Source: an optimization exercise on an open RTL-to-GDS flow (aim: small area, a short achievable clock period and few clock cycles). Production flows keep margins and buffers that such runs may drop. No functional check of the RTL was part of any run shown here.

===== run.sh =====
#!/bin/bash
# synth_recipe.tcl (not shown) runs the flow's synth.tcl, then flattens the netlist and writes it again
# the make line also repeats each setting of config.mk as NAME=value (left out here)
make -C /OpenROAD-flow-scripts/flow DESIGN_CONFIG=/design/flow/config.mk WORK_HOME=/design/flow/orfs CLKGATE_MAP_FILE= SYNTH_SCRIPT=/design/flow/synth_recipe.tcl finish

===== config.mk =====
export PLATFORM = sky130hd
export DESIGN_NAME = go_rainbow
export DESIGN_NICKNAME = go_rainbow
export VERILOG_FILES = /design/flow/design.v
export SDC_FILE = /design/flow/constraint.sdc
export NUM_CORES = 4
export LEC_CHECK = 0
export ABC_AREA = 1
export CAP_MARGIN = 20
export CORE_MARGIN = 2
export CORE_UTILIZATION = 40
export SLEW_MARGIN = 20

===== constraint.sdc =====
create_clock -name core_clock -period 24.0 [get_ports {clk}]
set_input_delay 4.8000 -clock core_clock [delete_from_list [all_inputs] [get_ports {clk}]]
set_output_delay 4.8000 -clock core_clock [all_outputs]
set_load 0.01 [all_outputs]

===== design.v =====
module gr_hue (
    input  wire [7:0] h,
    output wire [2:0] sx,
    output reg  [7:0] ca,
    output reg  [7:0] cb
);
    wire [4:0] l = h[4:0];
    wire [7:0] t_t;
    assign t_t[0] = (l == 5'd2) | (l == 5'd3) | (l == 5'd5) | (l == 5'd6) | (l == 5'd8) | (l == 5'd9) | (l == 5'd11) | (l == 5'd12) | (l == 5'd14) | (l == 5'd15) | (l == 5'd17) | (l == 5'd18) | (l == 5'd20) | (l == 5'd21) | (l == 5'd23) | (l == 5'd24) | (l == 5'd26) | (l == 5'd27) | (l == 5'd29) | (l == 5'd30);
    assign t_t[1] = (l == 5'd1) | (l == 5'd3) | (l == 5'd4) | (l == 5'd6) | (l == 5'd7) | (l == 5'd9) | (l == 5'd10) | (l == 5'd12) | (l == 5'd13) | (l == 5'd15) | (l == 5'd16) | (l == 5'd18) | (l == 5'd19) | (l == 5'd21) | (l == 5'd22) | (l == 5'd24) | (l == 5'd25) | (l == 5'd27) | (l == 5'd28) | (l == 5'd30) | (l == 5'd31);
    assign t_t[2] = (l == 5'd2) | (l == 5'd3) | (l == 5'd5) | (l == 5'd6) | (l == 5'd8) | (l == 5'd9) | (l == 5'd11) | (l == 5'd12) | (l == 5'd14) | (l == 5'd15) | (l == 5'd17) | (l == 5'd18) | (l == 5'd20) | (l == 5'd21) | (l == 5'd23) | (l == 5'd24) | (l == 5'd26) | (l == 5'd27) | (l == 5'd29) | (l == 5'd30);
    assign t_t[3] = (l == 5'd4) | (l == 5'd5) | (l == 5'd6) | (l == 5'd10) | (l == 5'd11) | (l == 5'd12) | (l == 5'd16) | (l == 5'd17) | (l == 5'd18) | (l == 5'd22) | (l == 5'd23) | (l == 5'd24) | (l == 5'd28) | (l == 5'd29) | (l == 5'd30);
    assign t_t[4] = (l == 5'd7) | (l == 5'd8) | (l == 5'd9) | (l == 5'd10) | (l == 5'd11) | (l == 5'd12) | (l == 5'd19) | (l == 5'd20) | (l == 5'd21) | (l == 5'd22) | (l == 5'd23) | (l == 5'd24) | (l == 5'd31);
    assign t_t[5] = (l == 5'd13) | (l == 5'd14) | (l == 5'd15) | (l == 5'd16) | (l == 5'd17) | (l == 5'd18) | (l == 5'd19) | (l == 5'd20) | (l == 5'd21) | (l == 5'd22) | (l == 5'd23) | (l == 5'd24);
    assign t_t[6] = (l == 5'd25) | (l == 5'd26) | (l == 5'd27) | (l == 5'd28) | (l == 5'd29) | (l == 5'd30) | (l == 5'd31);
    assign t_t[7] = 1'b0;
    wire [7:0] t_171w;
    assign t_171w[0] = (l == 5'd0) | (l == 5'd2) | (l == 5'd5) | (l == 5'd8) | (l == 5'd11) | (l == 5'd14) | (l == 5'd17) | (l == 5'd19) | (l == 5'd20) | (l == 5'd22) | (l == 5'd23) | (l == 5'd25) | (l == 5'd26) | (l == 5'd28) | (l == 5'd29) | (l == 5'd31);
    assign t_171w[1] = (l == 5'd0) | (l == 5'd1) | (l == 5'd4) | (l == 5'd7) | (l == 5'd10) | (l == 5'd13) | (l == 5'd16) | (l == 5'd19) | (l == 5'd22) | (l == 5'd25) | (l == 5'd28) | (l == 5'd31);
    assign t_171w[2] = (l == 5'd1) | (l == 5'd3) | (l == 5'd4) | (l == 5'd6) | (l == 5'd7) | (l == 5'd9) | (l == 5'd10) | (l == 5'd12) | (l == 5'd13) | (l == 5'd15) | (l == 5'd16) | (l == 5'd18) | (l == 5'd19) | (l == 5'd21) | (l == 5'd22) | (l == 5'd24) | (l == 5'd25) | (l == 5'd27) | (l == 5'd28) | (l == 5'd30) | (l == 5'd31);
    assign t_171w[3] = (l == 5'd0) | (l == 5'd3) | (l == 5'd6) | (l == 5'd9) | (l == 5'd12) | (l == 5'd15) | (l == 5'd18) | (l == 5'd21) | (l == 5'd24) | (l == 5'd27) | (l == 5'd30);
    assign t_171w[4] = (l == 5'd3) | (l == 5'd4) | (l == 5'd5) | (l == 5'd9) | (l == 5'd10) | (l == 5'd11) | (l == 5'd15) | (l == 5'd16) | (l == 5'd17) | (l == 5'd21) | (l == 5'd22) | (l == 5'd23) | (l == 5'd27) | (l == 5'd28) | (l == 5'd29);
    assign t_171w[5] = (l == 5'd0) | (l == 5'd1) | (l == 5'd2) | (l == 5'd9) | (l == 5'd10) | (l == 5'd11) | (l == 5'd12) | (l == 5'd13) | (l == 5'd14) | (l == 5'd21) | (l == 5'd22) | (l == 5'd23) | (l == 5'd24) | (l == 5'd25) | (l == 5'd26);
    assign t_171w[6] = (l == 5'd9) | (l == 5'd10) | (l == 5'd11) | (l == 5'd12) | (l == 5'd13) | (l == 5'd14) | (l == 5'd15) | (l == 5'd16) | (l == 5'd17) | (l == 5'd18) | (l == 5'd19) | (l == 5'd20);
    assign t_171w[7] = (l == 5'd0) | (l == 5'd1) | (l == 5'd2) | (l == 5'd3) | (l == 5'd4) | (l == 5'd5) | (l == 5'd6) | (l == 5'd7) | (l == 5'd8);
    wire [7:0] t_85t;
    assign t_85t[0] = (l == 5'd0) | (l == 5'd1) | (l == 5'd4) | (l == 5'd7) | (l == 5'd10) | (l == 5'd13) | (l == 5'd16) | (l == 5'd19) | (l == 5'd22) | (l == 5'd25) | (l == 5'd28) | (l == 5'd31);
    assign t_85t[1] = (l == 5'd1) | (l == 5'd2) | (l == 5'd4) | (l == 5'd5) | (l == 5'd7) | (l == 5'd8) | (l == 5'd10) | (l == 5'd11) | (l == 5'd13) | (l == 5'd14) | (l == 5'd16) | (l == 5'd17) | (l == 5'd19) | (l == 5'd20) | (l == 5'd22) | (l == 5'd23) | (l == 5'd25) | (l == 5'd26) | (l == 5'd28) | (l == 5'd29) | (l == 5'd31);
    assign t_85t[2] = (l == 5'd0) | (l == 5'd1) | (l == 5'd3) | (l == 5'd4) | (l == 5'd6) | (l == 5'd7) | (l == 5'd9) | (l == 5'd10) | (l == 5'd12) | (l == 5'd13) | (l == 5'd15) | (l == 5'd16) | (l == 5'd18) | (l == 5'd19) | (l == 5'd21) | (l == 5'd22) | (l == 5'd24) | (l == 5'd25) | (l == 5'd27) | (l == 5'd28) | (l == 5'd30) | (l == 5'd31);
    assign t_85t[3] = (l == 5'd2) | (l == 5'd3) | (l == 5'd4) | (l == 5'd8) | (l == 5'd9) | (l == 5'd10) | (l == 5'd14) | (l == 5'd15) | (l == 5'd16) | (l == 5'd20) | (l == 5'd21) | (l == 5'd22) | (l == 5'd26) | (l == 5'd27) | (l == 5'd28);
    assign t_85t[4] = (l == 5'd0) | (l == 5'd1) | (l == 5'd2) | (l == 5'd3) | (l == 5'd4) | (l == 5'd11) | (l == 5'd12) | (l == 5'd13) | (l == 5'd14) | (l == 5'd15) | (l == 5'd16) | (l == 5'd23) | (l == 5'd24) | (l == 5'd25) | (l == 5'd26) | (l == 5'd27) | (l == 5'd28);
    assign t_85t[5] = (l == 5'd5) | (l == 5'd6) | (l == 5'd7) | (l == 5'd8) | (l == 5'd9) | (l == 5'd10) | (l == 5'd11) | (l == 5'd12) | (l == 5'd13) | (l == 5'd14) | (l == 5'd15) | (l == 5'd16) | (l == 5'd29) | (l == 5'd30) | (l == 5'd31);
    assign t_85t[6] = (l == 5'd0) | (l == 5'd1) | (l == 5'd2) | (l == 5'd3) | (l == 5'd4) | (l == 5'd5) | (l == 5'd6) | (l == 5'd7) | (l == 5'd8) | (l == 5'd9) | (l == 5'd10) | (l == 5'd11) | (l == 5'd12) | (l == 5'd13) | (l == 5'd14) | (l == 5'd15) | (l == 5'd16);
    assign t_85t[7] = (l == 5'd17) | (l == 5'd18) | (l == 5'd19) | (l == 5'd20) | (l == 5'd21) | (l == 5'd22) | (l == 5'd23) | (l == 5'd24) | (l == 5'd25) | (l == 5'd26) | (l == 5'd27) | (l == 5'd28) | (l == 5'd29) | (l == 5'd30) | (l == 5'd31);
    wire [7:0] t_170t;
    assign t_170t[0] = (l == 5'd2) | (l == 5'd3) | (l == 5'd5) | (l == 5'd6) | (l == 5'd8) | (l == 5'd9) | (l == 5'd11) | (l == 5'd12) | (l == 5'd14) | (l == 5'd15) | (l == 5'd17) | (l == 5'd18) | (l == 5'd20) | (l == 5'd21) | (l == 5'd23) | (l == 5'd24) | (l == 5'd26) | (l == 5'd27) | (l == 5'd29) | (l == 5'd30);
    assign t_170t[1] = (l == 5'd0) | (l == 5'd2) | (l == 5'd5) | (l == 5'd8) | (l == 5'd11) | (l == 5'd14) | (l == 5'd17) | (l == 5'd20) | (l == 5'd23) | (l == 5'd26) | (l == 5'd29);
    assign t_170t[2] = (l == 5'd1) | (l == 5'd2) | (l == 5'd4) | (l == 5'd5) | (l == 5'd7) | (l == 5'd8) | (l == 5'd10) | (l == 5'd11) | (l == 5'd13) | (l == 5'd14) | (l == 5'd16) | (l == 5'd17) | (l == 5'd19) | (l == 5'd20) | (l == 5'd22) | (l == 5'd23) | (l == 5'd25) | (l == 5'd26) | (l == 5'd28) | (l == 5'd29) | (l == 5'd31);
    assign t_170t[3] = (l == 5'd0) | (l == 5'd1) | (l == 5'd2) | (l == 5'd6) | (l == 5'd7) | (l == 5'd8) | (l == 5'd12) | (l == 5'd13) | (l == 5'd14) | (l == 5'd18) | (l == 5'd19) | (l == 5'd20) | (l == 5'd24) | (l == 5'd25) | (l == 5'd26) | (l == 5'd30) | (l == 5'd31);
    assign t_170t[4] = (l == 5'd3) | (l == 5'd4) | (l == 5'd5) | (l == 5'd6) | (l == 5'd7) | (l == 5'd8) | (l == 5'd15) | (l == 5'd16) | (l == 5'd17) | (l == 5'd18) | (l == 5'd19) | (l == 5'd20) | (l == 5'd27) | (l == 5'd28) | (l == 5'd29) | (l == 5'd30) | (l == 5'd31);
    assign t_170t[5] = (l == 5'd0) | (l == 5'd1) | (l == 5'd2) | (l == 5'd3) | (l == 5'd4) | (l == 5'd5) | (l == 5'd6) | (l == 5'd7) | (l == 5'd8) | (l == 5'd21) | (l == 5'd22) | (l == 5'd23) | (l == 5'd24) | (l == 5'd25) | (l == 5'd26) | (l == 5'd27) | (l == 5'd28) | (l == 5'd29) | (l == 5'd30) | (l == 5'd31);
    assign t_170t[6] = (l == 5'd9) | (l == 5'd10) | (l == 5'd11) | (l == 5'd12) | (l == 5'd13) | (l == 5'd14) | (l == 5'd15) | (l == 5'd16) | (l == 5'd17) | (l == 5'd18) | (l == 5'd19) | (l == 5'd20) | (l == 5'd21) | (l == 5'd22) | (l == 5'd23) | (l == 5'd24) | (l == 5'd25) | (l == 5'd26) | (l == 5'd27) | (l == 5'd28) | (l == 5'd29) | (l == 5'd30) | (l == 5'd31);
    assign t_170t[7] = (l == 5'd0) | (l == 5'd1) | (l == 5'd2) | (l == 5'd3) | (l == 5'd4) | (l == 5'd5) | (l == 5'd6) | (l == 5'd7) | (l == 5'd8) | (l == 5'd9) | (l == 5'd10) | (l == 5'd11) | (l == 5'd12) | (l == 5'd13) | (l == 5'd14) | (l == 5'd15) | (l == 5'd16) | (l == 5'd17) | (l == 5'd18) | (l == 5'd19) | (l == 5'd20) | (l == 5'd21) | (l == 5'd22) | (l == 5'd23) | (l == 5'd24) | (l == 5'd25) | (l == 5'd26) | (l == 5'd27) | (l == 5'd28) | (l == 5'd29) | (l == 5'd30) | (l == 5'd31);
    wire [7:0] t_85w;
    assign t_85w[0] = (l == 5'd0) | (l == 5'd2) | (l == 5'd5) | (l == 5'd8) | (l == 5'd11) | (l == 5'd14) | (l == 5'd17) | (l == 5'd19) | (l == 5'd20) | (l == 5'd22) | (l == 5'd23) | (l == 5'd25) | (l == 5'd26) | (l == 5'd28) | (l == 5'd29) | (l == 5'd31);
    assign t_85w[1] = (l == 5'd1) | (l == 5'd2) | (l == 5'd4) | (l == 5'd5) | (l == 5'd7) | (l == 5'd8) | (l == 5'd10) | (l == 5'd11) | (l == 5'd13) | (l == 5'd14) | (l == 5'd16) | (l == 5'd17) | (l == 5'd20) | (l == 5'd23) | (l == 5'd26) | (l == 5'd29);
    assign t_85w[2] = (l == 5'd0) | (l == 5'd2) | (l == 5'd3) | (l == 5'd5) | (l == 5'd6) | (l == 5'd8) | (l == 5'd9) | (l == 5'd11) | (l == 5'd12) | (l == 5'd14) | (l == 5'd15) | (l == 5'd17) | (l == 5'd18) | (l == 5'd20) | (l == 5'd21) | (l == 5'd23) | (l == 5'd24) | (l == 5'd26) | (l == 5'd27) | (l == 5'd29) | (l == 5'd30);
    assign t_85w[3] = (l == 5'd1) | (l == 5'd2) | (l == 5'd4) | (l == 5'd5) | (l == 5'd7) | (l == 5'd8) | (l == 5'd10) | (l == 5'd11) | (l == 5'd13) | (l == 5'd14) | (l == 5'd16) | (l == 5'd17) | (l == 5'd19) | (l == 5'd20) | (l == 5'd22) | (l == 5'd23) | (l == 5'd25) | (l == 5'd26) | (l == 5'd28) | (l == 5'd29) | (l == 5'd31);
    assign t_85w[4] = (l == 5'd0) | (l == 5'd1) | (l == 5'd2) | (l == 5'd6) | (l == 5'd7) | (l == 5'd8) | (l == 5'd12) | (l == 5'd13) | (l == 5'd14) | (l == 5'd18) | (l == 5'd19) | (l == 5'd20) | (l == 5'd24) | (l == 5'd25) | (l == 5'd26) | (l == 5'd30) | (l == 5'd31);
    assign t_85w[5] = (l == 5'd3) | (l == 5'd4) | (l == 5'd5) | (l == 5'd6) | (l == 5'd7) | (l == 5'd8) | (l == 5'd15) | (l == 5'd16) | (l == 5'd17) | (l == 5'd18) | (l == 5'd19) | (l == 5'd20) | (l == 5'd27) | (l == 5'd28) | (l == 5'd29) | (l == 5'd30) | (l == 5'd31);
    assign t_85w[6] = (l == 5'd0) | (l == 5'd1) | (l == 5'd2) | (l == 5'd3) | (l == 5'd4) | (l == 5'd5) | (l == 5'd6) | (l == 5'd7) | (l == 5'd8) | (l == 5'd21) | (l == 5'd22) | (l == 5'd23) | (l == 5'd24) | (l == 5'd25) | (l == 5'd26) | (l == 5'd27) | (l == 5'd28) | (l == 5'd29) | (l == 5'd30) | (l == 5'd31);
    assign t_85w[7] = (l == 5'd9) | (l == 5'd10) | (l == 5'd11) | (l == 5'd12) | (l == 5'd13) | (l == 5'd14) | (l == 5'd15) | (l == 5'd16) | (l == 5'd17) | (l == 5'd18) | (l == 5'd19) | (l == 5'd20) | (l == 5'd21) | (l == 5'd22) | (l == 5'd23) | (l == 5'd24) | (l == 5'd25) | (l == 5'd26) | (l == 5'd27) | (l == 5'd28) | (l == 5'd29) | (l == 5'd30) | (l == 5'd31);
    wire [7:0] t_171t;
    assign t_171t[0] = (l == 5'd0) | (l == 5'd1) | (l == 5'd4) | (l == 5'd7) | (l == 5'd10) | (l == 5'd13) | (l == 5'd16) | (l == 5'd19) | (l == 5'd22) | (l == 5'd25) | (l == 5'd28) | (l == 5'd31);
    assign t_171t[1] = (l == 5'd0) | (l == 5'd2) | (l == 5'd5) | (l == 5'd8) | (l == 5'd11) | (l == 5'd14) | (l == 5'd17) | (l == 5'd20) | (l == 5'd23) | (l == 5'd26) | (l == 5'd29);
    assign t_171t[2] = (l == 5'd2) | (l == 5'd3) | (l == 5'd5) | (l == 5'd6) | (l == 5'd8) | (l == 5'd9) | (l == 5'd11) | (l == 5'd12) | (l == 5'd14) | (l == 5'd15) | (l == 5'd17) | (l == 5'd18) | (l == 5'd20) | (l == 5'd21) | (l == 5'd23) | (l == 5'd24) | (l == 5'd26) | (l == 5'd27) | (l == 5'd29) | (l == 5'd30);
    assign t_171t[3] = (l == 5'd0) | (l == 5'd1) | (l == 5'd5) | (l == 5'd6) | (l == 5'd7) | (l == 5'd11) | (l == 5'd12) | (l == 5'd13) | (l == 5'd17) | (l == 5'd18) | (l == 5'd19) | (l == 5'd23) | (l == 5'd24) | (l == 5'd25) | (l == 5'd29) | (l == 5'd30) | (l == 5'd31);
    assign t_171t[4] = (l == 5'd5) | (l == 5'd6) | (l == 5'd7) | (l == 5'd8) | (l == 5'd9) | (l == 5'd10) | (l == 5'd17) | (l == 5'd18) | (l == 5'd19) | (l == 5'd20) | (l == 5'd21) | (l == 5'd22) | (l == 5'd29) | (l == 5'd30) | (l == 5'd31);
    assign t_171t[5] = (l == 5'd0) | (l == 5'd1) | (l == 5'd2) | (l == 5'd3) | (l == 5'd4) | (l == 5'd17) | (l == 5'd18) | (l == 5'd19) | (l == 5'd20) | (l == 5'd21) | (l == 5'd22) | (l == 5'd23) | (l == 5'd24) | (l == 5'd25) | (l == 5'd26) | (l == 5'd27) | (l == 5'd28);
    assign t_171t[6] = (l == 5'd17) | (l == 5'd18) | (l == 5'd19) | (l == 5'd20) | (l == 5'd21) | (l == 5'd22) | (l == 5'd23) | (l == 5'd24) | (l == 5'd25) | (l == 5'd26) | (l == 5'd27) | (l == 5'd28) | (l == 5'd29) | (l == 5'd30) | (l == 5'd31);
    assign t_171t[7] = (l == 5'd0) | (l == 5'd1) | (l == 5'd2) | (l == 5'd3) | (l == 5'd4) | (l == 5'd5) | (l == 5'd6) | (l == 5'd7) | (l == 5'd8) | (l == 5'd9) | (l == 5'd10) | (l == 5'd11) | (l == 5'd12) | (l == 5'd13) | (l == 5'd14) | (l == 5'd15) | (l == 5'd16);
    wire [7:0] t_85mt;
    assign t_85mt[0] = (l == 5'd0) | (l == 5'd1) | (l == 5'd4) | (l == 5'd7) | (l == 5'd10) | (l == 5'd13) | (l == 5'd16) | (l == 5'd19) | (l == 5'd22) | (l == 5'd25) | (l == 5'd28) | (l == 5'd31);
    assign t_85mt[1] = (l == 5'd1) | (l == 5'd3) | (l == 5'd4) | (l == 5'd6) | (l == 5'd7) | (l == 5'd9) | (l == 5'd10) | (l == 5'd12) | (l == 5'd13) | (l == 5'd15) | (l == 5'd16) | (l == 5'd18) | (l == 5'd19) | (l == 5'd21) | (l == 5'd22) | (l == 5'd24) | (l == 5'd25) | (l == 5'd27) | (l == 5'd28) | (l == 5'd30) | (l == 5'd31);
    assign t_85mt[2] = (l == 5'd0) | (l == 5'd3) | (l == 5'd6) | (l == 5'd9) | (l == 5'd12) | (l == 5'd15) | (l == 5'd18) | (l == 5'd21) | (l == 5'd24) | (l == 5'd27) | (l == 5'd30);
    assign t_85mt[3] = (l == 5'd3) | (l == 5'd4) | (l == 5'd5) | (l == 5'd9) | (l == 5'd10) | (l == 5'd11) | (l == 5'd15) | (l == 5'd16) | (l == 5'd17) | (l == 5'd21) | (l == 5'd22) | (l == 5'd23) | (l == 5'd27) | (l == 5'd28) | (l == 5'd29);
    assign t_85mt[4] = (l == 5'd0) | (l == 5'd1) | (l == 5'd2) | (l == 5'd9) | (l == 5'd10) | (l == 5'd11) | (l == 5'd12) | (l == 5'd13) | (l == 5'd14) | (l == 5'd21) | (l == 5'd22) | (l == 5'd23) | (l == 5'd24) | (l == 5'd25) | (l == 5'd26);
    assign t_85mt[5] = (l == 5'd9) | (l == 5'd10) | (l == 5'd11) | (l == 5'd12) | (l == 5'd13) | (l == 5'd14) | (l == 5'd15) | (l == 5'd16) | (l == 5'd17) | (l == 5'd18) | (l == 5'd19) | (l == 5'd20);
    assign t_85mt[6] = (l == 5'd0) | (l == 5'd1) | (l == 5'd2) | (l == 5'd3) | (l == 5'd4) | (l == 5'd5) | (l == 5'd6) | (l == 5'd7) | (l == 5'd8);
    assign t_85mt[7] = 1'b0;
    assign sx = h[7:5];
    always @(*) begin
        case (h[7:5])
            3'd0: begin ca = ~t_t;    cb = t_t;    end    
            3'd1: begin ca = 8'd171;  cb = t_85t;  end    
            3'd2: begin ca = t_171w;  cb = t_170t; end    
            3'd3: begin ca = ~t_t;    cb = t_t;    end    
            3'd4: begin ca = t_171w;  cb = t_85w;  end    
            3'd5: begin ca = t_t;     cb = ~t_t;   end    
            3'd6: begin ca = t_85t;   cb = t_171t; end    
            default: begin ca = t_170t; cb = t_85mt; end  
        endcase
    end
endmodule
module gr_sat_chan (
    input  wire [7:0] c,
    input  wire [7:0] s,
    input  wire       s_lo,     
    input  wire       s_hi,     
    output wire [7:0] y
);
    wire [15:0] prod = c * s + {~s + 8'd1, 8'd0};
    assign y = s_hi ? c : (s_lo ? 8'd255 : prod[15:8]);
endmodule
module gr_val_chan (
    input  wire [7:0] c,
    input  wire [7:0] v,
    input  wire       v_lo,     
    input  wire       v_hi,     
    output wire [7:0] y
);
    wire [15:0] prod = c * v + 16'd256;
    assign y = v_hi ? c : (v_lo ? 8'd0 : prod[15:8]);
endmodule
module go_rainbow (
    input  wire        clk,
    input  wire        rst,            
    input  wire        step_valid,
    output wire        step_ready,
    input  wire [31:0] now,
    input  wire [7:0]  sat,
    input  wire [7:0]  val,
    output wire        pincfg_valid,
    output wire        pincfg_pin,     
    input  wire        pin_ack_valid,
    input  wire        pin_ack_ok,
    output reg         hb_en,          
    output reg         hb_level,
    output reg         idle_yield,
    output wire        px_valid,
    output wire [31:0] px_data,
    input  wire        px_ready,
    output reg  [1:0]  fault           
);
    reg        rdy;         
    reg        started;     
    reg        cfg_v;       
    reg        cfg_pin;
    reg        p1, p2;      
    reg        pxv;         
    reg  [3:0] cnt;         
    assign step_ready   = rdy;
    assign pincfg_valid = cfg_v;
    assign pincfg_pin   = cfg_pin;
    assign px_valid     = pxv;
    wire acc      = step_valid && rdy;
    wire acc_it   = acc && started;
    wire ack_fire = cfg_v && pin_ack_valid;
    wire px_fire  = pxv && px_ready;
    reg  [31:0] nq;
    reg  [8:0]  t0lo;
    reg  [4:0]  k5_hue, k5_fr;    
    reg  [7:0]  hue_offset;
    function [4:0] add5(input [4:0] a, input [4:0] b);
        integer i, j;
        begin
            add5 = 5'd0;
            for (i = 0; i < 5; i = i + 1)
                for (j = 0; j < 5; j = j + 1)
                    if ((i + j) % 5 == 0) add5[0] = add5[0] | (a[i] & b[j]);
                    else if ((i + j) % 5 == 1) add5[1] = add5[1] | (a[i] & b[j]);
                    else if ((i + j) % 5 == 2) add5[2] = add5[2] | (a[i] & b[j]);
                    else if ((i + j) % 5 == 3) add5[3] = add5[3] | (a[i] & b[j]);
                    else add5[4] = add5[4] | (a[i] & b[j]);
        end
    endfunction
    wire [5:0] m5s0 = nq[3:0] + nq[7:4] + nq[11:8] + nq[15:12];
    wire [4:0] m5h0;
    assign m5h0[0] = (m5s0 == 6'd0) | (m5s0 == 6'd5) | (m5s0 == 6'd10) | (m5s0 == 6'd15) | (m5s0 == 6'd20) | (m5s0 == 6'd25) | (m5s0 == 6'd30) | (m5s0 == 6'd35) | (m5s0 == 6'd40) | (m5s0 == 6'd45) | (m5s0 == 6'd50) | (m5s0 == 6'd55) | (m5s0 == 6'd60);
    assign m5h0[1] = (m5s0 == 6'd1) | (m5s0 == 6'd6) | (m5s0 == 6'd11) | (m5s0 == 6'd16) | (m5s0 == 6'd21) | (m5s0 == 6'd26) | (m5s0 == 6'd31) | (m5s0 == 6'd36) | (m5s0 == 6'd41) | (m5s0 == 6'd46) | (m5s0 == 6'd51) | (m5s0 == 6'd56);
    assign m5h0[2] = (m5s0 == 6'd2) | (m5s0 == 6'd7) | (m5s0 == 6'd12) | (m5s0 == 6'd17) | (m5s0 == 6'd22) | (m5s0 == 6'd27) | (m5s0 == 6'd32) | (m5s0 == 6'd37) | (m5s0 == 6'd42) | (m5s0 == 6'd47) | (m5s0 == 6'd52) | (m5s0 == 6'd57);
    assign m5h0[3] = (m5s0 == 6'd3) | (m5s0 == 6'd8) | (m5s0 == 6'd13) | (m5s0 == 6'd18) | (m5s0 == 6'd23) | (m5s0 == 6'd28) | (m5s0 == 6'd33) | (m5s0 == 6'd38) | (m5s0 == 6'd43) | (m5s0 == 6'd48) | (m5s0 == 6'd53) | (m5s0 == 6'd58);
    assign m5h0[4] = (m5s0 == 6'd4) | (m5s0 == 6'd9) | (m5s0 == 6'd14) | (m5s0 == 6'd19) | (m5s0 == 6'd24) | (m5s0 == 6'd29) | (m5s0 == 6'd34) | (m5s0 == 6'd39) | (m5s0 == 6'd44) | (m5s0 == 6'd49) | (m5s0 == 6'd54) | (m5s0 == 6'd59);
    wire [5:0] m5s1 = nq[19:16] + nq[23:20] + nq[27:24] + nq[31:28];
    wire [4:0] m5h1;
    assign m5h1[0] = (m5s1 == 6'd0) | (m5s1 == 6'd5) | (m5s1 == 6'd10) | (m5s1 == 6'd15) | (m5s1 == 6'd20) | (m5s1 == 6'd25) | (m5s1 == 6'd30) | (m5s1 == 6'd35) | (m5s1 == 6'd40) | (m5s1 == 6'd45) | (m5s1 == 6'd50) | (m5s1 == 6'd55) | (m5s1 == 6'd60);
    assign m5h1[1] = (m5s1 == 6'd1) | (m5s1 == 6'd6) | (m5s1 == 6'd11) | (m5s1 == 6'd16) | (m5s1 == 6'd21) | (m5s1 == 6'd26) | (m5s1 == 6'd31) | (m5s1 == 6'd36) | (m5s1 == 6'd41) | (m5s1 == 6'd46) | (m5s1 == 6'd51) | (m5s1 == 6'd56);
    assign m5h1[2] = (m5s1 == 6'd2) | (m5s1 == 6'd7) | (m5s1 == 6'd12) | (m5s1 == 6'd17) | (m5s1 == 6'd22) | (m5s1 == 6'd27) | (m5s1 == 6'd32) | (m5s1 == 6'd37) | (m5s1 == 6'd42) | (m5s1 == 6'd47) | (m5s1 == 6'd52) | (m5s1 == 6'd57);
    assign m5h1[3] = (m5s1 == 6'd3) | (m5s1 == 6'd8) | (m5s1 == 6'd13) | (m5s1 == 6'd18) | (m5s1 == 6'd23) | (m5s1 == 6'd28) | (m5s1 == 6'd33) | (m5s1 == 6'd38) | (m5s1 == 6'd43) | (m5s1 == 6'd48) | (m5s1 == 6'd53) | (m5s1 == 6'd58);
    assign m5h1[4] = (m5s1 == 6'd4) | (m5s1 == 6'd9) | (m5s1 == 6'd14) | (m5s1 == 6'd19) | (m5s1 == 6'd24) | (m5s1 == 6'd29) | (m5s1 == 6'd34) | (m5s1 == 6'd39) | (m5s1 == 6'd44) | (m5s1 == 6'd49) | (m5s1 == 6'd54) | (m5s1 == 6'd59);
    wire [4:0] m5 = add5(m5h0, m5h1);
    wire [4:0] m5n = {m5[1], m5[2], m5[3], m5[4], m5[0]};
    wire [8:0] d_hb = nq[8:0] - t0lo;
    wire [2:0] r8   = d_hb[2:0];
    wire [4:0] r5h  = add5(m5, k5_hue);
    wire [4:0] r5f  = add5(m5, k5_fr);
    wire [5:0] d_hue;
    wire [4:0] d_fr;
    assign d_hue =
        ({6{r5h[0]}} & ((r8 == 3'd0) ? 6'd0 : (r8 == 3'd1) ? 6'd25 : (r8 == 3'd2) ? 6'd10 : (r8 == 3'd3) ? 6'd35 : (r8 == 3'd4) ? 6'd20 : (r8 == 3'd5) ? 6'd5 : (r8 == 3'd6) ? 6'd30 : (r8 == 3'd7) ? 6'd15 : 6'd0))
      | ({6{r5h[1]}} & ((r8 == 3'd0) ? 6'd16 : (r8 == 3'd1) ? 6'd1 : (r8 == 3'd2) ? 6'd26 : (r8 == 3'd3) ? 6'd11 : (r8 == 3'd4) ? 6'd36 : (r8 == 3'd5) ? 6'd21 : (r8 == 3'd6) ? 6'd6 : (r8 == 3'd7) ? 6'd31 : 6'd0))
      | ({6{r5h[2]}} & ((r8 == 3'd0) ? 6'd32 : (r8 == 3'd1) ? 6'd17 : (r8 == 3'd2) ? 6'd2 : (r8 == 3'd3) ? 6'd27 : (r8 == 3'd4) ? 6'd12 : (r8 == 3'd5) ? 6'd37 : (r8 == 3'd6) ? 6'd22 : (r8 == 3'd7) ? 6'd7 : 6'd0))
      | ({6{r5h[3]}} & ((r8 == 3'd0) ? 6'd8 : (r8 == 3'd1) ? 6'd33 : (r8 == 3'd2) ? 6'd18 : (r8 == 3'd3) ? 6'd3 : (r8 == 3'd4) ? 6'd28 : (r8 == 3'd5) ? 6'd13 : (r8 == 3'd6) ? 6'd38 : (r8 == 3'd7) ? 6'd23 : 6'd0))
      | ({6{r5h[4]}} & ((r8 == 3'd0) ? 6'd24 : (r8 == 3'd1) ? 6'd9 : (r8 == 3'd2) ? 6'd34 : (r8 == 3'd3) ? 6'd19 : (r8 == 3'd4) ? 6'd4 : (r8 == 3'd5) ? 6'd29 : (r8 == 3'd6) ? 6'd14 : (r8 == 3'd7) ? 6'd39 : 6'd0));
    assign d_fr =
        ({5{r5f[0]}} & ((r8[1:0] == 2'd0) ? 5'd0 : (r8[1:0] == 2'd1) ? 5'd5 : (r8[1:0] == 2'd2) ? 5'd10 : (r8[1:0] == 2'd3) ? 5'd15 : 5'd0))
      | ({5{r5f[1]}} & ((r8[1:0] == 2'd0) ? 5'd16 : (r8[1:0] == 2'd1) ? 5'd1 : (r8[1:0] == 2'd2) ? 5'd6 : (r8[1:0] == 2'd3) ? 5'd11 : 5'd0))
      | ({5{r5f[2]}} & ((r8[1:0] == 2'd0) ? 5'd12 : (r8[1:0] == 2'd1) ? 5'd17 : (r8[1:0] == 2'd2) ? 5'd2 : (r8[1:0] == 2'd3) ? 5'd7 : 5'd0))
      | ({5{r5f[3]}} & ((r8[1:0] == 2'd0) ? 5'd8 : (r8[1:0] == 2'd1) ? 5'd13 : (r8[1:0] == 2'd2) ? 5'd18 : (r8[1:0] == 2'd3) ? 5'd3 : 5'd0))
      | ({5{r5f[4]}} & ((r8[1:0] == 2'd0) ? 5'd4 : (r8[1:0] == 2'd1) ? 5'd9 : (r8[1:0] == 2'd2) ? 5'd14 : (r8[1:0] == 2'd3) ? 5'd19 : 5'd0));
    wire [31:0] x = now;
    wire [31:0] y = ~nq;
    wire [31:0] p = x ^ y;
    wire [31:0] g = x & y;
    wire [31:0] t = x | y;
    wire [31:1] eqz = ~(p[31:1] ^ t[30:0]);
    wire [31:1] eqo =  (p[31:1] ^ g[30:0]);
    wire [9:0] lo9 = {1'b0, now[8:0]} + {1'b0, ~nq[8:0]} + 10'd1;
    wire [6:0] lo6 = {1'b0, now[5:0]} + {1'b0, ~nq[5:0]} + 7'd1;
    wire [5:0] lo5 = {1'b0, now[4:0]} + {1'b0, ~nq[4:0]} + 6'd1;
    wire z9 = (&eqz[31:10]) & (p[9] == lo9[9]);
    wire o9 = (&eqo[31:10]) & (p[9] != lo9[9]);
    wire z6 = (&eqz[31:7])  & (p[6] == lo6[6]);
    wire o6 = (&eqo[31:7])  & (p[6] != lo6[6]);
    wire z5 = (&eqz[31:6])  & (p[5] == lo5[5]);
    wire o5 = (&eqo[31:6])  & (p[5] != lo5[5]);
    wire [9:0] s_hb  = {1'b0, lo9[8:0]} + {1'b0, d_hb};
    wire [6:0] s_hue = {1'b0, lo6[5:0]} + {1'b0, d_hue};
    wire [5:0] s_fr  = {1'b0, lo5[4:0]} + {1'b0, d_fr};
    wire ovf_hue = o6 & s_hue[6];
    wire ovf_fr  = o5 & s_fr[5];
    wire due_hb  = !((z9 & !s_hb[9]) | (o9 & s_hb[9]));
    wire due_hue = !((z6 & !s_hue[6] & (s_hue[5:0] < 6'd40)) | ovf_hue);
    wire due_fr  = !((z5 & !s_fr[5]  & (s_fr[4:0]  < 5'd20)) | ovf_fr);
    wire [15:0] wg1, wp1;
    wire [7:0]  wg2, wp2;
    wire [3:0]  wg3, wp3;
    wire [1:0]  wg4, wp4;
    genvar gi;
    generate
        for (gi = 0; gi < 16; gi = gi + 1) begin : w_l1
            assign wg1[gi] = g[2*gi+1] | (t[2*gi+1] & g[2*gi]);
            assign wp1[gi] = t[2*gi+1] & t[2*gi];
        end
        for (gi = 0; gi < 8; gi = gi + 1) begin : w_l2
            assign wg2[gi] = wg1[2*gi+1] | (wp1[2*gi+1] & wg1[2*gi]);
            assign wp2[gi] = wp1[2*gi+1] & wp1[2*gi];
        end
        for (gi = 0; gi < 4; gi = gi + 1) begin : w_l3
            assign wg3[gi] = wg2[2*gi+1] | (wp2[2*gi+1] & wg2[2*gi]);
            assign wp3[gi] = wp2[2*gi+1] & wp2[2*gi];
        end
        for (gi = 0; gi < 2; gi = gi + 1) begin : w_l4
            assign wg4[gi] = wg3[2*gi+1] | (wp3[2*gi+1] & wg3[2*gi]);
            assign wp4[gi] = wp3[2*gi+1] & wp3[2*gi];
        end
    endgenerate
    wire w = !(wg4[1] | (wp4[1] & (wg4[0] | wp4[0])));
    function [4:0] upd5(input [4:0] k, input up, input dn);
        begin
            if (up && !dn)      upd5 = {k[3:0], k[4]};
            else if (dn && !up) upd5 = {k[0], k[4:1]};
            else                upd5 = k;
        end
    endfunction
    wire [7:0] hue_inc  = hue_offset + 8'd1;
    wire [7:0] hue_next = due_hue ? hue_inc : hue_offset;
    reg  [7:0]  hcur;                  
    reg  [7:0]  sat_q, val_q;
    reg  [2:0]  b_sx;                  
    reg  [7:0]  b_ca, b_cb;            
    reg  [7:0]  zc;                    
    reg  [7:0]  r_q, g_q, b_q;
    assign px_data = {r_q, g_q, b_q, 8'hFF};
    wire [2:0] h_sx;
    wire [7:0] h_ca, h_cb;
    gr_hue u_hue (.h(hcur), .sx(h_sx), .ca(h_ca), .cb(h_cb));
    wire s_lo = (sat_q == 8'd0);
    wire s_hi = (sat_q == 8'd255);
    wire v_lo = (val_q == 8'd0);
    wire v_hi = (val_q == 8'd255);
    wire [7:0] sa, sb;
    gr_sat_chan u_sat_a (.c(h_ca), .s(sat_q), .s_lo(s_lo), .s_hi(s_hi), .y(sa));
    gr_sat_chan u_sat_b (.c(h_cb), .s(sat_q), .s_lo(s_lo), .s_hi(s_hi), .y(sb));
    wire [7:0] z1 = s_lo ? 8'd255 : (s_hi ? 8'd0 : ~sat_q + 8'd1);
    wire [7:0] va, vb;
    gr_val_chan u_val_a (.c(p1 ? z1 : b_ca), .v(val_q), .v_lo(v_lo), .v_hi(v_hi), .y(va));
    gr_val_chan u_val_b (.c(b_cb), .v(val_q), .v_lo(v_lo), .v_hi(v_hi), .y(vb));
    wire adv = p1 || p2 || px_fire;
    always @(posedge clk) begin
        if (rst) begin
            rdy        <= 1'b1;
            started    <= 1'b0;
            cfg_v      <= 1'b0;
            cfg_pin    <= 1'b0;
            p1         <= 1'b0;
            p2         <= 1'b0;
            pxv        <= 1'b0;
            fault      <= 2'd0;
            hb_en      <= 1'b0;
            hb_level   <= 1'b0;
            idle_yield <= 1'b0;
            hue_offset <= 8'd0;
        end else begin
            idle_yield <= 1'b0;
            p1 <= 1'b0;
            p2 <= p1;
            if (acc && !started) begin
                started <= 1'b1;
                rdy     <= 1'b0;
                cfg_v   <= 1'b1;
                cfg_pin <= 1'b0;
            end
            if (ack_fire) begin
                if (!pin_ack_ok) begin
                    cfg_v   <= 1'b0;
                    cfg_pin <= 1'b0;
                    fault   <= 2'd2;
                end else if (!cfg_pin) begin
                    cfg_pin <= 1'b1;
                end else begin
                    cfg_v   <= 1'b0;
                    cfg_pin <= 1'b0;
                    rdy     <= 1'b1;
                end
            end
            if (acc_it) begin
                hue_offset <= hue_next;
                if (due_hb) begin
                    hb_en    <= 1'b1;
                    hb_level <= !hb_level;
                end
                if (!due_hue && !due_hb && !due_fr)
                    idle_yield <= 1'b1;
                if (due_fr) begin
                    rdy <= 1'b0;
                    p1  <= 1'b1;
                end
            end
            if (p2)
                pxv <= 1'b1;
            if (px_fire && cnt == 4'd9) begin
                pxv <= 1'b0;
                rdy <= 1'b1;
            end
        end
    end
    always @(posedge clk) begin
        if (acc) begin
            nq <= now;
            if (!started)
                t0lo <= now[8:0];
        end
        if (cfg_v) begin
            k5_hue <= m5n;
            k5_fr  <= m5n;
        end else if (acc_it) begin
            k5_hue <= upd5(k5_hue, w, ovf_hue);
            k5_fr  <= upd5(k5_fr,  w, ovf_fr);
        end
        if (rdy) begin
            sat_q <= sat;
            val_q <= val;
            hcur  <= hue_next;
        end
        if (p1)
            zc <= va;
        if (adv) begin
            hcur <= hcur + 8'd25;
            b_sx <= h_sx;
            b_ca <= sa;
            b_cb <= sb;
            cnt  <= p2 ? 4'd0 : cnt + 4'd1;
        end
        if (p2 || px_fire) begin
            case (b_sx)
                3'd0, 3'd1, 3'd2: begin r_q <= va; g_q <= vb; b_q <= zc; end
                3'd3, 3'd4:       begin r_q <= zc; g_q <= va; b_q <= vb; end
                default:          begin r_q <= va; g_q <= zc; b_q <= vb; end
            endcase
        end
    end
endmodule

==> run_summary.xml, run 1 <==
<?xml version="1.0" encoding="UTF-8"?>
<metrics>
  <group name="global_route">
    <metric name="grt_max_degree" unit="">33</metric>
    <metric name="track_usage" unit="%">21.6</metric>
    <metric name="vias_in_the_first_global_route" unit="">18900</metric>
    <metric name="busiest_grt_layer" unit="">met2</metric>
    <metric name="grtUsageMet1" unit="%">28.1</metric>
    <metric name="grt_antenna_before_repair" unit="">0</metric>
    <metric name="grt_overflow" unit="">0</metric>
    <metric name="grt_pass1_wl" unit="µm">97000</metric>
    <metric name="grt_use_met3" unit="%">3.60</metric>
    <metric name="global_route.usage.met2" unit="%">36.4</metric>
  </group>
  <group name="sta">
    <metric name="worst-slew-pin-transition" unit="ns">0.863</metric>
    <metric name="timing.final.crit_period" unit="ns">8.24</metric>
    <metric name="timing_hold_violations_final" unit="">0</metric>
    <metric name="fin_tns_setup" unit="ns">0</metric>
    <metric name="timing.final.max_slew_violations" unit="">0</metric>
    <metric name="setup_ws" unit="ns">15.76</metric>
    <metric name="maximum_clock_frequency" unit="MHz">121</metric>
    <metric name="finClkSkew" unit="ns">0.0128</metric>
    <metric name="max-slew-margin-rel" unit="%">42.1</metric>
    <metric name="final.period_utilization" unit="%">34.3</metric>
    <metric name="setup_viol" unit="">0</metric>
    <metric name="finalHoldWorstSlack" unit="ns">0.477</metric>
    <metric name="grt_setup_unrepaired" unit="">false</metric>
  </group>
  <group name="synthesis">
    <metric name="ys_seq_area_share" unit="%">19.7</metric>
    <metric name="synth-edff-count" unit="">130</metric>
    <metric name="syn-instance-count" unit="">2918</metric>
    <metric name="ys_async_sr_fraction" unit="%">0</metric>
    <metric name="post_synthesis_average_cell_area" unit="µm²">7.46</metric>
    <metric name="synth_warnings" unit="">2</metric>
    <metric name="synth_flop_cell" unit="">edfxtp_1</metric>
    <metric name="yosys_register_bits" unit="">149</metric>
    <metric name="post_synthesis_instance_area" unit="µm²">21800</metric>
    <metric name="yosys.cell_types.count" unit="">62</metric>
  </group>
  <group name="routing">
    <metric name="route.antenna.remaining_nets" unit="">0</metric>
    <metric name="wirelength_per_cell" unit="µm">16.1</metric>
    <metric name="drc" unit="">0</metric>
    <metric name="drt-pass1-iter-count" unit="">7</metric>
    <metric name="vias_per_cell" unit="">5.18</metric>
    <metric name="num_vias" unit="">19100</metric>
    <metric name="first_iter_violations" unit="">1311</metric>
    <metric name="drt-total-wl" unit="µm">59500</metric>
  </group>
  <group name="place">
    <metric name="place_congestion" unit="">0.962</metric>
    <metric name="hpwlAfterDp" unit="µm">49000</metric>
    <metric name="port_buffers" unit="">85</metric>
    <metric name="dp_worst_setup_slack" unit="ns">15.51</metric>
  </group>
  <group name="critical_path">
    <metric name="timing.reg2reg.setup_slack" unit="ns">15.76</metric>
    <metric name="worst-setup-path-type" unit="">flip-flop to flip-flop</metric>
    <metric name="cp_top_family" unit="">adder cells</metric>
    <metric name="ff2ff_path_depth" unit="">35</metric>
    <metric name="timing.critical_path.slowest_cell_delay" unit="ns">0.79</metric>
    <metric name="worst_setup_path_end_kind" unit="">flip-flop</metric>
    <metric name="crit_path_frequent_cell" unit="">inv_1</metric>
    <metric name="crit-reg2reg-launch" unit="">hcur[4]</metric>
    <metric name="critical_path_cell_count" unit="">35</metric>
    <metric name="worstPathArrival" unit="ns">8.45</metric>
    <metric name="worst_path_max_delay_cell" unit="">edfxtp_1</metric>
    <metric name="number_of_buffers_and_inverters_on_the_critical_path" unit="">8</metric>
    <metric name="r2r_end" unit="">b_cb[7]</metric>
    <metric name="worst_setup_path_start_kind" unit="">flip-flop</metric>
    <metric name="worstPathRequired" unit="ns">24.21</metric>
    <metric name="critical_path_peak_fanout" unit="">22</metric>
  </group>
  <group name="flow_run">
    <metric name="cap_viol_max_count" unit="">0</metric>
  </group>
  <group name="layout">
    <metric name="nets" unit="">3483</metric>
    <metric name="largest_register_ff_count" unit="">32</metric>
    <metric name="area_growth_syn_to_layout" unit="%">9.93</metric>
    <metric name="utilization" unit="%">44.4</metric>
    <metric name="n_antenna_cell" unit="">0</metric>
    <metric name="reg.largest.list" unit="">nq (32), t0lo (9)</metric>
    <metric name="registers.top_by_ff_count" unit="">nq</metric>
    <metric name="final_layout_size_suffix_gt1_share" unit="%">3.44</metric>
  </group>
  <group name="min_path">
    <metric name="hold_path.startpoint" unit="">started</metric>
    <metric name="hold_path_depth" unit="">2</metric>
    <metric name="hp-class" unit="">flip-flop to flip-flop</metric>
    <metric name="holdPathEnd" unit="">started</metric>
  </group>
  <group name="clocking">
    <metric name="cts_buffer_depth" unit="">2</metric>
    <metric name="tritoncts_clock_tree" unit="">done</metric>
    <metric name="cts-buffers-inserted" unit="">17</metric>
    <metric name="clock-sinks" unit="">149</metric>
    <metric name="post_cts.repair.setup_buffers" unit="">0</metric>
    <metric name="htree_num_levels" unit="">4</metric>
    <metric name="cts-resized-gates" unit="">0</metric>
    <metric name="clkLatencyLatePin" unit="ns">0.50</metric>
    <metric name="clockRootBuffer" unit="">clkbuf_16</metric>
    <metric name="hold_buf_count_cts" unit="">0</metric>
    <metric name="clock_edge_transition_at_the_registers_on_the_reported_setup_and_hold_paths" unit="ns">0.07</metric>
  </group>
  <group name="floorplan">
    <metric name="fp_rows" unit="">85</metric>
    <metric name="fp.coreArea" unit="µm²">53800</metric>
    <metric name="die_w" unit="µm">237</metric>
    <metric name="height_of_the_chip" unit="µm">237</metric>
    <metric name="die-area" unit="µm²">56300</metric>
    <metric name="initial_core_util" unit="%">40.4</metric>
    <metric name="top_level_ports" unit="">95</metric>
  </group>
  <group name="run_status">
    <metric name="run_status" unit="">finished clean</metric>
  </group>
</metrics>
## worst min-delay path, delay by kind of cell (launching register included)
family / cells / cell delay (ns)
AOI/OAI and AO/OA: 1 / 0.06
buffers and inverters: 1 / 0.06
DFF: 1 / 0.31
## metrics by stage
stage / area (µm²) / instances
2_1_floorplan: 21800 / 2925
3_3_place_gp: 23300 / 3660
3_5_place_dp: 23300 / 3660
4_1_cts: 23900 / 3692
5_1_grt: 23900 / 3692
6_report: 23900 / 3692
## metal layers
layer,vias up,wire length (µm)
li1,9361,-
met1,9086,26700
met2,581,28100
met3,100,3160
met4,0,1580
met5,-,0
## worst max-delay path by stage
stage | from | slack (ns) | to
floorplan | now[2] | 16.49 | k5_hue[0]
global placement | now[2] | 15.66 | k5_hue[3]
detailed placement | now[1] | 15.51 | k5_hue[2]
CTS | hcur[4] | 15.83 | b_cb[7]
global route | hcur[4] | 15.17 | b_cb[7]
finish | hcur[4] | 15.76 | b_cb[7]
## Yosys cell counts (all sizes together) (2+ instances only)
library cell,count,area (µm²)
o22ai,14,87.6
nor2,366,1410
nand2,577,2220
a31oi,2,12.5
ha,261,3270
or3,2,12.5
inv,627,2350
or2,19,119
dfxtp,19,380
nand3,161,851
nor3,64,337
o32ai,3,26.3
clkbuf,42,158
o21bai,14,105
a21o,6,45.0
a211oi,5,37.5
a21oi,86,434
xor2,54,473
a22oi,4,30.0
a32o,2,20.0
o22a,2,17.5
fa,185,3700
nand4,30,188
nor4,41,257
o211ai,12,90.1
o2111ai,11,96.3
nand3b,3,22.5
o221ai,4,35.0
a221oi,4,35.0
o21a,8,60.1
clkinv,5,18.8
xnor2,27,236
edfxtp,130,3900
o21ai,97,485
nor4b,2,17.5
o31ai,3,22.5
conb,2,7.51
buf,15,108
## placed cells by master, fill, tap and decap left out, drive strengths merged, types with 14 or more instances in the layout
cell and count:
xor2 54, ha 261, inv 634, clkbuf 17, nand3 161, xnor2 27, dfxtp 19, o22ai 14
edfxtp 130, a21oi 86, nand4 30, clkdlybuf4s50 85, nor4 41, or2 19, nor3 64, fa 185
o21bai 14, nand2 577, o21ai 97, nor2 366
## layout make-up
| cell class | count | area (µm²) |
|---|---|---|
| repair buffers | 96 | 933 |
| well taps | 696 | 871 |
| fillers | 5395 | 29900 |
| inverters | 632 | 2370 |
| flip-flops and latches | 149 | 4280 |
| multi-input cells | 2087 | 14900 |
| clock buffers | 17 | 425 |
| clock inverters | 15 | 166 |
## kinds of logic (layout without fill, tap and decap cells)
group	Yosys count	after routing	share of synthesized area, %
adder cells (fa/ha/maj)	446	446	32.0
buffers and inverters	689	760	12.1
other	2	9	0.0345
AND/OR/NAND/NOR	1269	1269	25.1
flip-flops	149	149	19.7
XOR/XNOR	81	81	3.26
AO/OA/AOI/OAI	282	282	7.73
==> inputs of run 2 (changes only) <==
--- a/config.mk
+++ b/config.mk
@@ -9,4 +9,4 @@
 export CAP_MARGIN = 20
 export CORE_MARGIN = 2
-export CORE_UTILIZATION = 40
+export CORE_UTILIZATION = 60
 export SLEW_MARGIN = 20
==> run 2 against run 1 <==
Net effect:
- clock-buffer cell count rose by 1
- final cell count fell by 6.4%
- global-route usage rose by 10 points
- sequential cell count did not move
- highest routed layer unchanged
- first-iteration DRC count rose by 22%
- register-to-register slack got worse by 0.20 ns
- final area fell by 1.3%
- critical path type unchanged
- non-clock buffer count fell by 4
- critical endpoint is now b_ca[6]
==> run_summary.xml, run 2 <==
<?xml version="1.0" encoding="UTF-8"?>
<metrics>
  <group name="run_status">
    <metric name="run_status" unit="">finished clean</metric>
  </group>
  <group name="routing">
    <metric name="wirelength_per_cell" unit="µm">16.9</metric>
    <metric name="drt-total-wl" unit="µm">58400</metric>
    <metric name="route.antenna.remaining_nets" unit="">0</metric>
    <metric name="drt-pass1-iter-count" unit="">28</metric>
    <metric name="num_vias" unit="">19500</metric>
    <metric name="first_iter_violations" unit="">1605</metric>
    <metric name="vias_per_cell" unit="">5.65</metric>
    <metric name="drc" unit="">0</metric>
  </group>
  <group name="sta">
    <metric name="worst-slew-pin-transition" unit="ns">1.10</metric>
    <metric name="grt_setup_unrepaired" unit="">false</metric>
    <metric name="finClkSkew" unit="ns">0.0135</metric>
    <metric name="timing_hold_violations_final" unit="">0</metric>
    <metric name="timing.final.max_slew_violations" unit="">0</metric>
    <metric name="timing.final.crit_period" unit="ns">8.44</metric>
    <metric name="final.period_utilization" unit="%">35.2</metric>
    <metric name="maximum_clock_frequency" unit="MHz">118</metric>
    <metric name="max-slew-margin-rel" unit="%">25.7</metric>
    <metric name="setup_viol" unit="">0</metric>
    <metric name="fin_tns_setup" unit="ns">0</metric>
  </group>
  <group name="layout">
    <metric name="utilization" unit="%">66.2</metric>
    <metric name="largest_register_ff_count" unit="">32</metric>
    <metric name="registers.top_by_ff_count" unit="">nq</metric>
    <metric name="commonest_non_fill_non_tap_cells_in_the_layout" unit="">618 x inv_1, 564 x nand2_1, 356 x nor2_1, 261 x ha_1, 185 x fa_1</metric>
    <metric name="reg.largest.list" unit="">nq (32), t0lo (9)</metric>
    <metric name="multiInputGateArea" unit="µm²">14900</metric>
    <metric name="nets" unit="">3479</metric>
    <metric name="layout.cells.most_common" unit="">inv_1</metric>
    <metric name="fin_cells" unit="">3454</metric>
    <metric name="final_layout_size_suffix_gt1_share" unit="%">3.24</metric>
    <metric name="fill_cells" unit="">3080</metric>
    <metric name="layout.area.seq" unit="µm²">4280</metric>
    <metric name="area_growth_syn_to_layout" unit="%">8.44</metric>
  </group>
  <group name="global_route">
    <metric name="grt_max_degree" unit="">33</metric>
    <metric name="grtUsageMet1" unit="%">40.7</metric>
    <metric name="vias_in_the_first_global_route" unit="">19300</metric>
    <metric name="grt_antenna_before_repair" unit="">0</metric>
    <metric name="grt_use_met3" unit="%">4.88</metric>
    <metric name="track_usage" unit="%">31.7</metric>
    <metric name="global_route.usage.met2" unit="%">54.1</metric>
    <metric name="grt_overflow" unit="">0</metric>
    <metric name="grt_pass1_wl" unit="µm">96300</metric>
    <metric name="busiest_grt_layer" unit="">met2</metric>
  </group>
  <group name="synthesis">
    <metric name="syn-instance-count" unit="">2918</metric>
    <metric name="synth_top_cell_by_area" unit="">edfxtp_1</metric>
    <metric name="yosys.cell_types.count" unit="">62</metric>
    <metric name="synth-edff-count" unit="">130</metric>
    <metric name="synth_flop_cell" unit="">edfxtp_1</metric>
    <metric name="cells_taking_the_most_area_after_synthesis" unit="">edfxtp_1 18%, fa_1 17%, ha_1 15%, inv_1 11%, nand2_1 9.7%</metric>
    <metric name="ys_seq_area_share" unit="%">19.7</metric>
    <metric name="synthAdderAreaFrac" unit="%">32.0</metric>
    <metric name="proportion_of_synthesized_area_in_mux_cells" unit="%">0</metric>
    <metric name="combinational_family_with_the_most_area_after_synthesis" unit="">adder cells</metric>
    <metric name="ys_async_sr_fraction" unit="%">0</metric>
    <metric name="synthSimpleGateAreaFrac" unit="%">25.1</metric>
    <metric name="synth_compound_area_share" unit="%">7.73</metric>
    <metric name="yosys.area_share.xor_xnor" unit="%">3.26</metric>
    <metric name="synth_warnings" unit="">2</metric>
    <metric name="synth.top_cell.area_share" unit="%">17.9</metric>
    <metric name="post_synthesis_average_cell_area" unit="µm²">7.46</metric>
    <metric name="yosys_register_bits" unit="">149</metric>
    <metric name="yosys.cell_count.top_type" unit="">inv_1</metric>
    <metric name="post_synthesis_instance_area" unit="µm²">21800</metric>
    <metric name="ys_top_cells_by_count" unit="">618 x inv_1, 564 x nand2_1, 356 x nor2_1</metric>
  </group>
  <group name="flow_run">
    <metric name="cap_viol_max_count" unit="">0</metric>
  </group>
  <group name="critical_path">
    <metric name="worst_setup_path_end_kind" unit="">flip-flop</metric>
    <metric name="worst_setup_path_start_kind" unit="">flip-flop</metric>
    <metric name="critPathLaunch" unit="">hcur[4]</metric>
    <metric name="worst_path_max_delay_cell" unit="">edfxtp_1</metric>
    <metric name="timing.critical_path.slowest_cell_delay" unit="ns">0.79</metric>
    <metric name="worst-setup-path-type" unit="">flip-flop to flip-flop</metric>
    <metric name="crit_path_frequent_cell" unit="">inv_1</metric>
    <metric name="worstPathArrival" unit="ns">8.61</metric>
    <metric name="worstPathRequired" unit="ns">24.17</metric>
    <metric name="crit-reg2reg-launch" unit="">hcur[4]</metric>
    <metric name="critical_path_peak_fanout" unit="">22</metric>
  </group>
  <group name="place">
    <metric name="hpwlAfterDp" unit="µm">47700</metric>
    <metric name="port_buffers" unit="">85</metric>
    <metric name="numPlacedInstances" unit="">3421</metric>
    <metric name="place_congestion" unit="">0.990</metric>
  </group>
  <group name="clocking">
    <metric name="clock-sinks" unit="">149</metric>
    <metric name="hold_buf_count_cts" unit="">0</metric>
    <metric name="clock_edge_transition_at_the_registers_on_the_reported_setup_and_hold_paths" unit="ns">0.07</metric>
    <metric name="tritoncts_clock_tree" unit="">done</metric>
    <metric name="post_cts.repair.setup_buffers" unit="">0</metric>
    <metric name="clockRootBuffer" unit="">clkbuf_16</metric>
    <metric name="cts-resized-gates" unit="">0</metric>
    <metric name="htree_num_levels" unit="">4</metric>
    <metric name="cts-buffers-inserted" unit="">17</metric>
    <metric name="cts_buffer_depth" unit="">2</metric>
    <metric name="clkLatencyLatePin" unit="ns">0.45</metric>
  </group>
  <group name="floorplan">
    <metric name="fp_rows" unit="">69</metric>
    <metric name="top_level_ports" unit="">95</metric>
    <metric name="die-area" unit="µm²">37800</metric>
    <metric name="initial_core_util" unit="%">61.0</metric>
    <metric name="height_of_the_chip" unit="µm">194</metric>
    <metric name="fp.coreArea" unit="µm²">35700</metric>
    <metric name="die_w" unit="µm">194</metric>
  </group>
  <group name="min_path">
    <metric name="hold_path.startpoint" unit="">started</metric>
    <metric name="hp-class" unit="">flip-flop to flip-flop</metric>
  </group>
</metrics>
[run 2: changes by cell type in the layout (fill, tap and decap cells not counted), sizes merged]
cell	before	now
diode	0	1
clkinv	11	7
bufinv	0	1
buf	11	7
inv	634	636
clkbuf	17	18
[run 2: logic make-up (layout without fill, tap and decap cells)]
| family | Yosys count | in the layout |
|---|---|---|
| other | 2 | 10 |
| buffers and inverters | 689 | 756 |
| DFF | 149 | 149 |
| and+or+nand+nor | 1269 | 1269 |
| adders and majority gates | 446 | 446 |
| xor gates and xnor gates | 81 | 81 |
| AOI/OAI and AO/OA | 282 | 282 |
[run 2: path summary, 6_finish.rpt]
path                                end  slack [ns]  depth (start not counted)
worst max-delay path            b_ca[6]       15.56                         33
worst min-delay path            started        0.48                          2
worst max register to register  b_ca[6]       15.56                         33
worst min register to register  started        0.48                          2
[run 2: stage by stage]
step | hold WS, ns | setup slack (ns) | instance area [µm²]
3_5_place_dp | 0.469 | 15.45 | 23000
5_1_grt | 0.502 | 14.90 | 23600
2_1_floorplan | 0.424 | 16.49 | 21800
3_3_place_gp | 0.466 | 15.68 | 23000
6_report | 0.479 | 15.56 | 23600
4_1_cts | 0.480 | 15.85 | 23600
[run 2: critical path, delay by kind of cell, from the launching register on]
kind,cells,cell delay (ns)
buffers and inverters,6,1.02
adders and majority gates,5,2.33
AOI/OAI and AO/OA,12,2.11
and+or+nand+nor,10,1.90
DFF,1,0.79
[run 2: layout make-up]
class / count / area share (%)
antenna: 1 / 0.0106
clock buffer: 18 / 1.82
clock inverter: 14 / 0.695
inverter: 632 / 10.1
multi-input combinational: 2087 / 63.0
sequential: 149 / 18.2
tap: 461 / 2.44
timing repair buffer: 92 / 3.83
[run 2: layer usage]
metal,share of wire (%),wire [µm],vias up
met3,6.9,4010,134
met1,43,24800,9251
li1,-,-,9362
met2,47,27700,762
met4,3.2,1840,0
met5,0,0,-

==> re-timing with driven ports <==
The flow's constraints put no driver on any port. The routed layouts listed below were extracted and timed again, unchanged, in two steps.
Step 1 assumes that a clkbuf_16 drives the clock port and a buf_2 every other input.
Step 2 moves the port delays by t, midway between the first and last clock arrival at a register: inputs arrive t later, outputs are due t later. That takes back most of the time a late clock gives input paths.
Slacks: ideal ports / drivers / drivers and shift; pairs: ideal ports / drivers.
| run | shift t [ns] | setup slack, ns | worst setup path after step 2 | clock arrival spread, ns | pins driven straight from the clock port |
|---|---|---|---|---|---|
| run 1 | 0.544 | 15.760 / 15.760 / 15.469 | input to register | 0.017 / 0.017 | 1 |
| run 2 | 0.493 | 15.560 / 15.560 / 15.312 | input to register | 0.013 / 0.014 | 1 |
After both steps setup and hold are still met in every run listed. For run 1, which loses most, drivers alone change the setup slack by 0.000 ns; drivers and shift together by -0.291 ns.
